Context: an optimization exercise on an open-source flow, tuned for small area and a short achievable clock period. The choices shown serve that exercise and are no tape-out recipe. The RTL was checked by simulation tests, not by an equivalence proof against the original design. Power is estimated from default activity; no workload was simulated.

==> flow/design.v (outline; a module is shown in full before it is edited, if it fits) <==
// module mdu4: 2775 lines
module mdu4 (
    input  wire        clk,
    input  wire        rst,
    input  wire        in_valid,
    input  wire        in_op,         
    input  wire [31:0] in_a,
    input  wire [31:0] in_b,
    input  wire [4:0]  in_tag,
    input  wire [3:0]  in_rob,
    input  wire [31:0] in_pc,
    output reg         out_valid,
    output reg  [31:0] out_value,
    output reg  [4:0]  out_tag,
    output reg  [3:0]  out_rob,
    output reg         fault,
    output reg  [31:0] fault_pc
);
  // ...
==> flow/flow/run.sh <==
#!/bin/bash
set -euo pipefail
MARGIN=61
bash standard.sh synth > synth.log 2>&1
bash standard.sh SETUP_SLACK_MARGIN=$MARGIN finish > layout.log 2>&1
==> flow/standard.sh <==
#!/bin/bash
# synth_recipe.tcl (not shown) runs the flow's synth.tcl, then flattens the netlist and writes it again
# the make line also repeats each setting of config.mk as NAME=value (left out here)
make -C /OpenROAD-flow-scripts/flow DESIGN_CONFIG=/design/flow/config.mk WORK_HOME=/design/flow/orfs CLKGATE_MAP_FILE= SYNTH_SCRIPT=/design/flow/synth_recipe.tcl "${@:-finish}"
==> flow/config.mk <==
export PLATFORM = sky130hd
export DESIGN_NAME = mdu4
export DESIGN_NICKNAME = mdu4
export VERILOG_FILES = /design/flow/design.v
export SDC_FILE = /design/flow/constraint.sdc
export NUM_CORES = 4
export LEC_CHECK = 0
export ABC_AREA = 1
export CAP_MARGIN = 20
export CORE_MARGIN = 2
export CORE_UTILIZATION = 40
export SLEW_MARGIN = 20
==> flow/constraint.sdc <==
create_clock -name core_clock -period 80.0 [get_ports {clk}]
set_input_delay 16.0000 -clock core_clock [delete_from_list [all_inputs] [get_ports {clk}]]
set_output_delay 16.0000 -clock core_clock [all_outputs]
set_load 0.01 [all_outputs]
==> impl_metrics.env, run 1 <==
export IMPL_run_status="no timing/DRC/antenna violations"
export IMPL_tightest_pin_transition_ns=1.120
export IMPL_timing_hold_worst_start="ab2[27]"
export IMPL_postLayoutCellArea_um2=49560
export IMPL_maxCapViolations=0
export IMPL_hold_path_endpoint="ab3[27]"
export IMPL_hold_ws_ns=0.3236
export IMPL_power_static_leakage_nw=24.85
export IMPL_final_setup_viol_count=0
export IMPL_clock_root_buffer="clkbuf_16"
export IMPL_r2r_end="r4[2]"
export IMPL_post_cts_resized=159
export IMPL_synthMuxAreaShare=0.0002395
export IMPL_p_sw_frac=0.5103
export IMPL_finalHoldViolCount=0
export IMPL_synth_enable_flop_cells=32
export IMPL_gr_met3_demand_resource=0.03222
export IMPL_worst_slew_margin_rel=0.2507
export IMPL_vias=40030
export IMPL_yosysMostFrequentCell="nand2_1"
export IMPL_routing_usage_on_met1=0.3354
export IMPL_synth_xor_area_frac=0.06483
export IMPL_critical_path_n_buffers_inverters=13
export IMPL_setup_tns_ns=0
export IMPL_p_total_mw=2.002
export IMPL_dpl_worst_slack_ns=55.08
export IMPL_hold_path_depth=0
export IMPL_detail_route_first_pass_iterations=8
==> inputs of run 2 (changes only) <==
==> flow/flow/run.sh (replaced) <==
#!/bin/bash
set -euo pipefail
MARGIN=62
bash standard.sh synth > synth.log 2>&1
bash standard.sh SETUP_SLACK_MARGIN=$MARGIN finish > layout.log 2>&1
--- a/flow/config.mk
+++ b/flow/config.mk
@@ -8,5 +8,5 @@
 export ABC_AREA = 1
 export CAP_MARGIN = 20
 export CORE_MARGIN = 2
-export CORE_UTILIZATION = 40
+export CORE_UTILIZATION = 60
 export SLEW_MARGIN = 20
==> run 2 against run 1 <==
Total power grew 3.8%. Via count is 3.4% higher. Critical path type is now register to output port. Synthesized cell count stayed put. Non-clock buffer count up 9. Worst setup slack improved by 0.21 ns. Area after synthesis is the same. Combinational power is 3% higher. Highest routed layer unchanged. Final area rose by 0.70%. Sequential power hardly changed. Utilization grew 25 points. Die area fell by 33%. Global-route usage grew 11 points.
==> impl_metrics.env, run 2 <==
export IMPL_insertedDiodeCount=0
export IMPL_synth_top_area_frac=0.1916
export IMPL_crit_path_end="out_value[6]"
export IMPL_power_static_leakage_nw=25.08
export IMPL_grt_total_usage=0.3706
export IMPL_ys_warnings_count=1
export IMPL_synth_flop_cell="dfxtp_1"
export IMPL_regToRegStartpoint="y3[16]"
export IMPL_worst_setup_path_startpoint="out_value[6]"
export IMPL_layout_nets=7019
export IMPL_clkTransAtPathRegs_ns=0.06
export IMPL_worstPathMaxFanout=1
export IMPL_synth_top_cells_by_area="dfxtp_1 (19%), ha_1 (15%), nand2_1 (14%)"
export IMPL_ctsHtreeMaxLevel=2
export IMPL_setup_tns_ns=0
export IMPL_die_area_um2=71770
export IMPL_synth_cells=5944
export IMPL_layout_filler_cells=5740
export IMPL_globalRoute_totalOverflow=0
export IMPL_route_detailed_wl_per_inst_um=19.03
export IMPL_detail_route_drc_violations=0
export IMPL_slowest_delay_ns=0.59
export IMPL_min_period_ns=17.64
export IMPL_synth_cell_type_count=75
export IMPL_finalCritPeriodShare=0.2205
export IMPL_hold_class="register to register"
export IMPL_worst_clock_skew_ns=0.05699
export IMPL_clk_latency_ns=0.63
export IMPL_timing_worst_setup_path_type="register to output port"
export IMPL_maxCapViolations=0
export IMPL_hold_buffers=0
export IMPL_tightest_pin_transition_ns=1.076
export IMPL_dpl_worst_slack_ns=57.24
export IMPL_worst_setup_path_end_kind="output port"
export IMPL_worst_r2r_cell_count=132
export IMPL_cts_max_path_buffers=3
export IMPL_clock_tree_from_tritoncts="yes"
export IMPL_rsz0062_at_grt="no"
export IMPL_cts_made_buffers=48
export IMPL_post_synth_most_frequent_cells="nand2_1 (1,586), nand3_1 (686), inv_1 (685)"
export IMPL_postSynth_asyncResetShare=0
export IMPL_fp_row_count=96
export IMPL_clock_sinks=432
export IMPL_detail_route_first_pass_iterations=6
export IMPL_start_util=0.6071
export IMPL_area_delta_synth_final_pct=19.43
export IMPL_finalMaxSlewViolations=0
export IMPL_clock_root_buffer="clkbuf_16"
export IMPL_grt_start_max_net_pins=43
export IMPL_critical_path_n_buffers_inverters=1
export IMPL_run_status="no timing/DRC/antenna violations"
export IMPL_dr_first_iter_drc_count=3539
export IMPL_finalWirelength_um=137900
export IMPL_syn_area_um2=41790
export IMPL_grt_pass1_wl_um=208300
export IMPL_first_global_vias=38700
export IMPL_clock_power_share=0.112
export IMPL_ir_drop_mv=0.02349
export IMPL_worstSetupPathDepth=1
export IMPL_place_gp_congestion=0.9507
export IMPL_seq_area_frac_synth=0.2146
export IMPL_hold_path_depth=0
export IMPL_fraction_of_final_layout_cells_sized_beyond_drive_strength_1=0.1507
export IMPL_p_sw_frac=0.5064
export IMPL_timing_critical_path_from_type="register"
export IMPL_grt_antenna_before_repair=6
export IMPL_ys_ff_latch=432
export IMPL_crit_path_top_delay_cell="clkdlybuf4s50_1"
export IMPL_maxClockFrequency_ghz=0.05670
export IMPL_total_area_of_multi_input_combinational_cells_um2=31290
export IMPL_r2r_end="r4[3]"
export IMPL_internal_power_mw=1.026
export IMPL_layout_commonest_cell="nand2_1"
export IMPL_mean_syn_cell_area_um2=7.030
export IMPL_crit_arrival_ns=1.64
export IMPL_via_per_inst=5.712
export IMPL_final_setup_viol_count=0
export IMPL_yosys_area_top_type="dfxtp_1"
export IMPL_die_width_um=267.9
export IMPL_io_pins=184
export IMPL_die_height_um=267.9
export IMPL_vias=41400
export IMPL_pwr_share_comb=0.748
export IMPL_worst_slew_margin_rel=0.2819
export IMPL_timing_critical_path_required_ns=64.00
export IMPL_layout_common_cells="nand2_1 (1,510), inv_1 (672), nand3_1 (659)"
export IMPL_hold_ws_ns=0.3084
export IMPL_sequentialPowerShare=0.141
export IMPL_power_per_cell_area_nw_per_um2=41.67
export IMPL_seqCellArea_um2=9022
export IMPL_io_buffers=183
export IMPL_route_antenna_remaining_nets=0
export IMPL_switching_power_summed_over_all_nets_mw=1.053
export IMPL_core_area_um2=68830
export IMPL_place_hpwl_um=103200
export IMPL_setup_reg_to_reg_worst_slack_ns=62.61
export IMPL_syn_nets=6683
export IMPL_finalHoldViolCount=0
export IMPL_synth_enable_flop_cells=32
export IMPL_timing_critical_path_cells="clkdlybuf4s50_1"
export IMPL_yosysMostFrequentCell="nand2_1"
export IMPL_critical_path_top_delay_family="buffers and inverters"
export IMPL_timing_final_ws_setup_ns=62.36
-- run 2: cell counts after synthesis --
Identical to the previous run, type by type.
-- run 2: worst min-delay path by stage --
stage             from  slack, ns  endpoint
5_1_grt        ab3[16]       0.31   ab4[16]
6_report       ab3[16]       0.31   ab4[16]
3_3_place_gp    ab3[5]       0.31    ab4[5]
3_5_place_dp    ab2[4]       0.31    ab3[4]
2_1_floorplan   ab2[0]       0.31    ab3[0]
4_1_cts        ab3[16]       0.31   ab4[16]
-- run 2: cells by family (layout without fill, tap and decap cells) --
kind of cell	count (synthesis)	in the layout	share of synthesized area
AND/OR/NAND/NOR	3084	3089	0.3342
buffers and inverters	843	1207	0.08139
AO/OA/AOI/OAI	649	652	0.09184
adder cells (fa/ha/maj)	630	630	0.2129
flip-flops	432	432	0.2146
XOR/XNOR	305	305	0.06483
multiplexers	1	1	0.0002396
-- run 2: stage by stage --
stage          utilization  instance area (µm²)  cells  total power, mW
4_1_cts             0.6904                47520   7139            1.935
2_1_floorplan            -                41790   5944            1.337
3_3_place_gp        0.6455                44430   6978            1.634
6_report            0.7251                49900   7247            2.079
5_1_grt             0.7251                49900   7247            2.274
3_5_place_dp        0.6456                44440   6978            1.649
-- run 2: final cells by class --
class                      instances  share of cell area
multi-input combinational       4677              0.6269
timing repair buffer             393             0.07783
clock inverter                    25            0.007070
sequential                       432              0.1808
timing repair inverter             7           0.0009026
tap                              931             0.02334
clock buffer                      61             0.02648
inverter                         721             0.05664
-- run 2: metal layers --
| layer | global-route usage | wire length (µm) | part of all wire |
|---|---|---|---|
| met5 | 0 | 46 | 0.00033 |
| met1 | 0.4767 | 55770 | 0.40 |
| met2 | 0.6136 | 62830 | 0.46 |
| met3 | 0.06341 | 12140 | 0.088 |
| met4 | 0.1576 | 7115 | 0.052 |
-- run 2: repair_timing --
item                                    in CTS  in global routing
gates cloned                                17                 12
pin swaps                                   40                114
buffers inserted                            58                 96
endpoints found under the setup margin      88                 86
gates resized for setup                    194                322
-- run 2: power by group through the flow --
stage               combinational, mW  sequential (mW)  clock (mW)
finish                           1.55            0.292       0.233
global route                     1.74            0.293       0.244
CTS                              1.41            0.290       0.235
detailed placement               1.36            0.294           0
global placement                 1.34            0.294           0
floorplan                        1.06            0.280           0
==> inputs of run 3 (changes only) <==
==> flow/flow/run.sh (replaced) <==
#!/bin/bash
set -euo pipefail
MARGIN=62
{
  sed -n 1p synth_recipe.tcl
  cat <<EOT
proc abc {args} {
  set i [lsearch -exact \$args -script]
  if {\$i >= 0} { lset args [expr {\$i + 1}] $PWD/flow/abc_delay.script }
  yosys abc {*}\$args
}
EOT
  tail -n +2 synth_recipe.tcl
} > my_synth.tcl
KNOBS=(SYNTH_SCRIPT=$PWD/my_synth.tcl ADDER_MAP_FILE=
       "BUFFER_PORTS_ARGS=-buffer_cell sky130_fd_sc_hd__buf_1"
       SETUP_SLACK_MARGIN=$MARGIN)
bash standard.sh "${KNOBS[@]}" synth > synth.log 2>&1
bash standard.sh "${KNOBS[@]}" finish > layout.log 2>&1
==> flow/flow/abc_delay.script (new file) <==
strash
dch
map -D 15000
topo
stime -c
buffer -c
upsize -c -D 15000
dnsize -c -D 15000
==> run 3 against run 2 <==
Fmax up 0.39%. Via count up 11%. Total power down 7.0%. Highest routed layer is now met4.
==> impl_metrics.env, run 3 <==
export IMPL_run_status="no timing/DRC/antenna violations"
export IMPL_clock_root_buffer="clkbuf_16"
export IMPL_ys_ff_latch=432
export IMPL_finalMaxSlewViolations=0
export IMPL_synth_top_area_frac=0.2073
export IMPL_die_height_um=257.7
export IMPL_finalWirelength_um=143000
export IMPL_first_global_vias=38910
export IMPL_io_pins=184
export IMPL_timing_critical_path_required_ns=80.56
export IMPL_core_area_um2=64000
export IMPL_synth_top_family_by_area="simple AND/OR/NAND/NOR gates"
export IMPL_syn_area_um2=38620
export IMPL_hold_buffers=0
export IMPL_worst_setup_path_end_kind="register"
export IMPL_die_area_um2=66410
export IMPL_detailed_place_area_um2=39890
export IMPL_setup_tns_ns=0
export IMPL_tightest_pin_transition_ns=0.9444
export IMPL_timing_worst_setup_path_type="register to register"
export IMPL_ctsHtreeMaxLevel=2
export IMPL_rsz0062_at_grt="no"
export IMPL_synth_top_cells_by_area="dfxtp_1 (21%), nor2_1 (17%), nand2_1 (13%)"
export IMPL_start_util=0.6035
export IMPL_final_setup_viol_count=0
export IMPL_route_detailed_wl_per_inst_um=17.77
export IMPL_io_buffers=183
export IMPL_grt_total_usage=0.3838
export IMPL_yosys_area_top_type="dfxtp_1"
export IMPL_grt_pass1_wl_um=204000
export IMPL_postSynth_asyncResetShare=0
export IMPL_synth_enable_flop_cells=32
export IMPL_clk_latency_ns=0.65
export IMPL_clkTransAtPathRegs_ns=0.06
export IMPL_fp_row_count=93
export IMPL_cts_max_path_buffers=3
export IMPL_grt_start_max_net_pins=52
export IMPL_worstPathMaxFanout=24
export IMPL_maxCapViolations=0
export IMPL_clock_tree_from_tritoncts="yes"
export IMPL_worst_slew_margin_rel=0.3646
export IMPL_power_per_cell_area_nw_per_um2=41.39
export IMPL_hold_ws_ns=0.3096
export IMPL_globalRoute_totalOverflow=0
export IMPL_timing_critical_path_mode_cell="nor2_2"
export IMPL_synth_cell_type_count=71
export IMPL_dp_cells=7708
export IMPL_synthSimpleGateAreaFrac=0.3547
export IMPL_place_gp_congestion=1.010
export IMPL_crit_arrival_ns=18.13
export IMPL_synth_adder_area_share=0.0007775
export IMPL_clock_sinks=432
export IMPL_synth_cells=6785
export IMPL_layout_nets=7264
export IMPL_die_width_um=257.7
export IMPL_worst_clock_skew_ns=0.06037
export IMPL_ys_warnings_count=1
export IMPL_timing_final_ws_setup_ns=62.43
export IMPL_critical_path_top_delay_family="simple AND/OR/NAND/NOR gates"
export IMPL_layout_common_cells="nor2_1 (1,565), nand2_1 (1,262), inv_1 (913)"
export IMPL_critical_path_n_buffers_inverters=34
export IMPL_maxClockFrequency_ghz=0.05692
export IMPL_fraction_of_final_layout_cells_sized_beyond_drive_strength_1=0.1425
export IMPL_mean_syn_cell_area_um2=5.692
export IMPL_syn_nets=6894
export IMPL_yosysMostFrequentCell="nor2_1"
export IMPL_synthMuxAreaShare=0.0002592
export IMPL_layout_filler_cells=5514
export IMPL_synth_flop_cell="dfxtp_1"
export IMPL_place_hpwl_um=102800
export IMPL_detail_route_drc_violations=0
export IMPL_route_antenna_remaining_nets=0
export IMPL_via_per_inst=5.694
export IMPL_finalHoldViolCount=0
export IMPL_power_static_leakage_nw=22.58
export IMPL_p_total_mw=1.934
export IMPL_vias=45830
export IMPL_dr_first_iter_drc_count=4710
export IMPL_seq_area_frac_synth=0.2322
export IMPL_crit_path_top_delay_cell="dfxtp_1"
export IMPL_detail_route_first_pass_iterations=7
export IMPL_finalCritPeriodShare=0.2196
export IMPL_min_period_ns=17.57
export IMPL_dpl_worst_slack_ns=57.90
export IMPL_finalCoreUtilization=0.7303
export IMPL_postLayoutCellArea_um2=46740
export IMPL_synth_xor_area_frac=0.1132
export IMPL_post_synth_most_frequent_cells="nor2_1 (1,700), nand2_1 (1,308), inv_1 (958)"
export IMPL_grt_antenna_before_repair=2
export IMPL_synth_compound_gate_area_share=0.1776
export IMPL_cts_made_buffers=47
export IMPL_slowest_delay_ns=0.77
export IMPL_setup_reg_to_reg_worst_slack_ns=62.43
export IMPL_timing_critical_path_from_type="register"
export IMPL_layout_commonest_cell="nor2_1"
export IMPL_hold_class="register to register"
export IMPL_area_delta_synth_final_pct=21.02
export IMPL_final_cells=8049
export IMPL_ir_drop_mv=0.02516
## run 3: changes by cell type after synthesis, moves of 40 or more
cell	before	now
ha_1	495	0
nor2_1	291	1700
o21ai_1	40	151
nand2_1	1586	1308
nand3_1	686	125
or2_2	135	33
inv_1	685	958
nand2_2	40	0
a21oi_1	298	373
fa_1	135	0
and2_1	97	8
nor3_1	59	136
xor2_1	170	348
o21ai_0	149	475
## run 3: worst reg2reg max path: cells and delay by family (launching register included)
family,cells,cell delay [ns]
DFF,1,0.77
and+or+nand+nor,67,7.40
AOI/OAI and AO/OA,30,5.30
buffers and inverters,34,4.04
## run 3: layout make-up
cell class	count	area [µm²]	area share
Antenna cell	2	5.005	0.0001071
Clock buffer	62	1323	0.02830
Clock inverter	24	320.3	0.006853
Inverter	1016	4078	0.08724
Multi-Input combinational cell	5179	27380	0.5858
Sequential cell	432	9017	0.1929
Tap cell	855	1070	0.02289
Timing Repair Buffer	470	3475	0.07434
Timing Repair inverter	9	70.07	0.001499
## run 3: repair_timing
action	4_1_cts	5_1_grt
resized for setup	188	690
setup endpoints to repair	87	86
setup buffers	53	168
gates cloned	9	23
pin swaps	22	157
## run 3: worst paths after layout
path	from	to	cells past startpoint
setup / recovery	y3[17]	r4[19]	131
hold / removal	y3[30]	y4[30]	0
setup reg to reg	y3[17]	r4[19]	131
hold reg to reg	y3[30]	y4[30]	0
## run 3: kinds of logic (layout without fill, tap and decap cells)
logic type / Yosys count / in the layout
AOI/OAI and AO/OA: 1236 / 1238
xor gates and xnor gates: 499 / 499
adders and majority gates: 3 / 3
buffers and inverters: 1179 / 1581
DFF: 432 / 432
muxes: 1 / 1
other: 0 / 2
and+or+nand+nor: 3435 / 3438
## run 3: layer usage
layer / part of all wire / vias to the layer above / track usage
met2: 0.45 / 2465 / 0.6399
met3: 0.11 / 532 / 0.06037
met5: 0 / - / 0
met4: 0.061 / 0 / 0.1909
met1: 0.38 / 20640 / 0.4819
li1: - / 22200 / -
## run 3: where the power goes
group	switching (mW)	internal, mW
combinational	0.909	0.506
sequential	0.0382	0.252
clock	0.0997	0.129

separate check: timing with driven ports:
No port has a modelled driver above. Below, the same layouts with a new extraction and two added sets of constraints.
Step 1: set_driving_cell puts a clkbuf_16 on clk and a buf_2 on each other input, an assumption about the parent block.
Step 2 adds t to the input delays and takes it off the output delays; t is the mean of the earliest and latest rising clock arrival at the registers after step 1. Input paths then give back, and output paths get back, about the clock's delay inside the block.
a / b / c = no drivers / after step 1 / after step 2; a / b = the first two.
run | t (ns) | setup slack, ns | worst hold slack (ns) | worst setup path at the end | worst register clock-pin slew, ns
run 1 | 0.690 | 62.154 / 62.154 / 62.154 | 0.324 / 0.324 / 0.324 | register to register | 0.07 / 0.07
run 2 | 0.669 | 62.363 / 62.298 / 62.610 | 0.308 / 0.308 / 0.308 | register to register | 0.08 / 0.08
run 3 | 0.686 | 62.432 / 62.432 / 62.432 | 0.310 / 0.310 / 0.310 | register to register | 0.07 / 0.07
After both steps every run listed still meets setup and hold.
